What follows belongs to an exercise in optimizing a design on an open flow for small area, a short achievable clock period and few clock cycles per item; a production flow would make more cautious choices.
At most, simulation tests tie the RTL to the original design; equivalence was not proved.
Power and IR drop assume default switching activity.

==> flow/design.v (excerpt) <==
module canfc_tx (
    input  wire        clk,
    input  wire        rst,           
    input  wire        in_valid,
    output reg         in_ready,
    input  wire        in_mode,       
    input  wire [28:0] in_id,
    input  wire        in_ext,
    input  wire        in_rtr,
    input  wire [3:0]  in_len,
    input  wire [63:0] in_data,       
    input  wire        in_ts_valid,
    input  wire [31:0] in_ts,
    output reg         out_valid,
    input  wire        out_ready,
    output reg  [7:0]  out_byte
);
For scale: roughly 740 cells after synthesis, ~170 flip-flops, ~150 I/O pins, about 7900 um2 of cells after synthesis.
==> flow/config.mk <==
export PLATFORM = sky130hd
export DESIGN_NAME = canfc_tx
export DESIGN_NICKNAME = canfc_tx
export VERILOG_FILES = /design/flow/design.v
export SDC_FILE = /design/flow/constraint.sdc
export NUM_CORES = 4
export LEC_CHECK = 0
export CAP_MARGIN = 20
export CORE_MARGIN = 2
export CORE_UTILIZATION = 40
export SLEW_MARGIN = 20
==> flow/constraint.sdc <==
create_clock -name core_clock -period 40.0 [get_ports {clk}]
set_input_delay 8.0000 -clock core_clock [delete_from_list [all_inputs] [get_ports {clk}]]
set_output_delay 8.0000 -clock core_clock [all_outputs]
set_load 0.01 [all_outputs]
standard.sh (not shown) runs the stock make flow with config.mk's settings and CLKGATE_MAP_FILE= SYNTH_SCRIPT=/design/flow/synth_recipe.tcl, a recipe that flattens the netlist after the stock synthesis.
==> flow/flow/run.sh <==
#!/bin/bash
# Layout flow: the standard ORFS flow (standard.sh) with two changes.
#  1. Synthesis is synth_recipe.tcl unchanged except that Yosys's abc pass
#     runs flow/abc_area.script (an area-oriented mapping) in place of
#     ORFS's abc_speed.script. Registers are mapped before abc, so they are
#     the standard synthesis's registers. ADDER_MAP_FILE is left empty, so
#     adders are not mapped to the platform's half/full adder cells but left
#     to abc like the rest of the logic.
#  2. Each input port gets a buf_1 and each output port a buf_4, in place of
#     the delay buffers the default port buffering picks.
set -euo pipefail
HERE=$(pwd)
ABC_SCRIPT="$HERE/flow/abc_area.script"
{
  head -n 1 synth_recipe.tcl
  echo "proc abc {args} { set i [lsearch -exact \$args -script]; if {\$i >= 0} { lset args [expr {\$i + 1}] $ABC_SCRIPT }; yosys abc {*}\$args }"
  tail -n +2 synth_recipe.tcl
} > my_synth.tcl
sed "s#SYNTH_SCRIPT=[^ ]*#SYNTH_SCRIPT=$HERE/my_synth.tcl ADDER_MAP_FILE=#" standard.sh > my_standard.sh
grep -q "SYNTH_SCRIPT=$HERE/my_synth.tcl" my_standard.sh
export BUFFER_PORTS_ARGS="-inputs -buffer_cell sky130_fd_sc_hd__buf_1"
export CTS_ARGS="-sink_clustering_enable -repair_clock_nets -dont_use_dummy_load -buf_list sky130_fd_sc_hd__clkbuf_8"
export PRE_RESIZE_TCL="$HERE/flow/pre_resize.tcl"
bash my_standard.sh > "$HERE/standard.log" 2>&1
==> flow/flow/abc_area.script <==
strash
&get -n
&fraig -x
&put
scorr
dc2
strash
&get -n
&dch -f
&nf -R 1000
&put
==> flow/flow/pre_resize.tcl <==
# Buffer the output ports (the inputs were buffered before global placement).
buffer_ports -outputs -buffer_cell sky130_fd_sc_hd__buf_4
Edit:
--- a/flow/design.v
+++ b/flow/design.v
@@ -24,19 +24,19 @@
                      S_IDSP  = 4'd6,    
                      S_LEN   = 4'd7,    
                      S_SP    = 4'd8,    
                      S_R1    = 4'd9,
                      S_T     = 4'd10,
                      S_R2    = 4'd11,
                      S_HI    = 4'd12,   
                      S_LO    = 4'd13;   
-    localparam integer K  = 2;                  
-    localparam integer NS = 15;                 
-    localparam [4:0]   CDONE = NS + 1;
+    localparam integer K  = 3;                  
+    localparam integer NS = 10;                 
+    localparam [3:0]   CDONE = NS + 1;
     function [3:0] inc4(input [3:0] v);
         begin
             inc4[0] = ~v[0];
             inc4[1] = v[1] ^ v[0];
             inc4[2] = v[2] ^ (v[1] & v[0]);
             inc4[3] = v[3] ^ (v[2] & v[1] & v[0]);
         end
     endfunction
@@ -64,21 +64,20 @@
         end
     end
     wire wf = (len <= 4'd8) && (ext || id[28:11] == 18'd0);
     reg [3:0]  st;          
     reg [3:0]  idx;
     reg        dpend;       
     reg        dm;          
     reg        bcd_hold;    
-    reg  cok;
-    wire take = in_valid && ffree && cok;    
+    wire take = in_valid && in_ready;    
     wire adv  = !out_valid || out_ready;
     reg [38:0] bcd;         
-    reg [4:0]  cs;
+    reg [3:0]  cs;
     reg [K-1:0] sr;         
     reg  [K-1:0] slice;     
     integer s;
     always @(*) begin
         slice = {K{1'b0}};
         for (s = 0; s < NS; s = s + 1)
             if (cs == s)
                 slice = slice | in_ts[29 - K*s -: K];
@@ -99,29 +98,29 @@
     always @(*) begin
         dd = {1'b0, bcd};
         for (i = K - 1; i >= 0; i = i - 1) begin
             for (j = 0; j < 10; j = j + 1)
                 dn[4*j +: 4] = dbl({(j == 0) ? sr[i] : dd[4*j - 1], dd[4*j +: 3]});
             dd = dn;
         end
     end
-    wire cload = !bcd_hold && cs == 5'd0;
-    wire cstep = cs != 5'd0 && cs != CDONE;
+    wire cload = !bcd_hold && cs == 4'd0;
+    wire cstep = cs != 4'd0 && cs != CDONE;
     always @(posedge clk) begin
         if (cload || cstep)
             sr <= slice;
         if (cload)
             bcd <= {35'd0, lut2(in_ts[31:30])};
         else if (cstep)
             bcd <= dd[38:0];
         if (rst || !in_valid || take)
-            cs <= 5'd0;
+            cs <= 4'd0;
         else if (cload || cstep)
-            cs <= cs + 5'd1;
+            cs <= inc4(cs);
     end
     wire [9:1] nz;
     genvar gk;
     generate
         for (gk = 1; gk < 9; gk = gk + 1) begin : g_nz
             assign nz[gk] = |bcd[4*gk +: 4];
         end
     endgenerate
@@ -244,67 +243,66 @@
                 end else begin
                     ni = inc4(idx);
                     ns = m ? S_SP : S_HI;
                 end
             end
             default: ns = S_IDLE;
         endcase
     end
-    wire busy = !ffree;                
+    wire busy = (st != S_IDLE);
     wire kill = busy && !wf;           
     wire gen  = adv && !dpend && busy;
     always @(posedge clk) begin
-        if (ffree) begin
-            if (!in_mode)
-                st <= S_TAG;
-            else if (in_ts_valid)
-                st <= S_TSD;
-            else
-                st <= S_ID;
+        if (!busy)
             idx <= (in_mode && in_ts_valid) ? ntop : (in_ext ? 4'd7 : 4'd2);
-        end else if (gen) begin
-            st  <= ns;
+        else if (gen)
             idx <= ni;
-        end
     end
     always @(posedge clk) begin
         if (rst) begin
+            st        <= S_IDLE;
             dpend     <= 1'b0;
             bcd_hold  <= 1'b0;
             out_valid <= 1'b0;
         end else begin
             if (adv) begin
                 out_byte  <= ch;
                 out_valid <= dpend || (busy && wf);
                 if (dpend)
                     dpend <= 1'b0;
             end
             if (take) begin
                 bcd_hold <= in_mode && in_ts_valid;
+                if (!in_mode)
+                    st <= S_TAG;
+                else if (in_ts_valid)
+                    st <= S_TSD;
+                else
+                    st <= S_ID;
             end else if (gen) begin
                 if (kill) begin
+                    st       <= S_IDLE;
                     bcd_hold <= 1'b0;
                 end else begin
+                    st  <= ns;
                     if (last) begin
                         dpend <= 1'b1;
                         dm    <= m;
                     end
                     if (st == S_TSD && idx == 4'd0)
                         bcd_hold <= 1'b0;
                 end
             end
         end
     end
     wire busy_n = take || (busy && !(gen && (kill || last)));
     wire conv_n = (cs == CDONE) || (cs == NS && !bcd_hold);
     always @(posedge clk) begin
         if (rst) begin
             in_ready <= 1'b0;
             ffree    <= 1'b1;
-            cok      <= 1'b0;
         end else begin
             in_ready <= in_valid && !busy_n && (!(in_mode && in_ts_valid) || conv_n);
             ffree    <= !busy_n;
-            cok      <= in_valid && (!(in_mode && in_ts_valid) || conv_n);
         end
     end
 endmodule
Global-route usage is lower by 0.42 points. Final area is higher by 3.6%. Area after synthesis is higher by 4.2%. Non-clock buffer count is lower by 2. Die area is higher by 4.1%. Worst setup slack is worse by 29 ps. Via count is higher by 9.0%. Critical path depth is higher by 6. Routed wire length is higher by 6.1%. Clock-buffer cell count is unchanged. Total power is higher by 85%. Clock power is higher by about 1%. Fmax is lower by 0.32%. Register-to-register slack is worse by 200 ps.
Testbench counts after the change, summed over its fixed seeds: cycles 25,116, frames 1,200.
For the first run of this note, only the layout was checked, not whether the RTL still works.

port drivers added, routing unchanged:
How much do the figures lean on ideal ports? The routed layouts below were timed once more, with nothing changed but the port constraints. Step 1 sets driving cells, clkbuf_16 on the clock port and buf_2 on the other inputs (assumed; they add their load-dependent delay and slew). Step 2, shift: input delay + t, output delay - t, t = (earliest + latest rising clock arrival at the registers) / 2. This alone moves slack from input paths to output paths. a / b / c = ideal / step 1 / step 2; a / b = the first two.
run	shift t [ns]	setup slack, ns	worst register clock-pin slew, ns
the first run	0.484	30.940 / 30.900 / 30.732	0.09 / 0.09
the second run	0.495	30.911 / 30.898 / 30.402	0.11 / 0.11
After both steps every run listed still meets setup and hold. The setup slack of the second run, which loses most, moves by -0.013 ns with the drivers and by -0.509 ns with both steps.
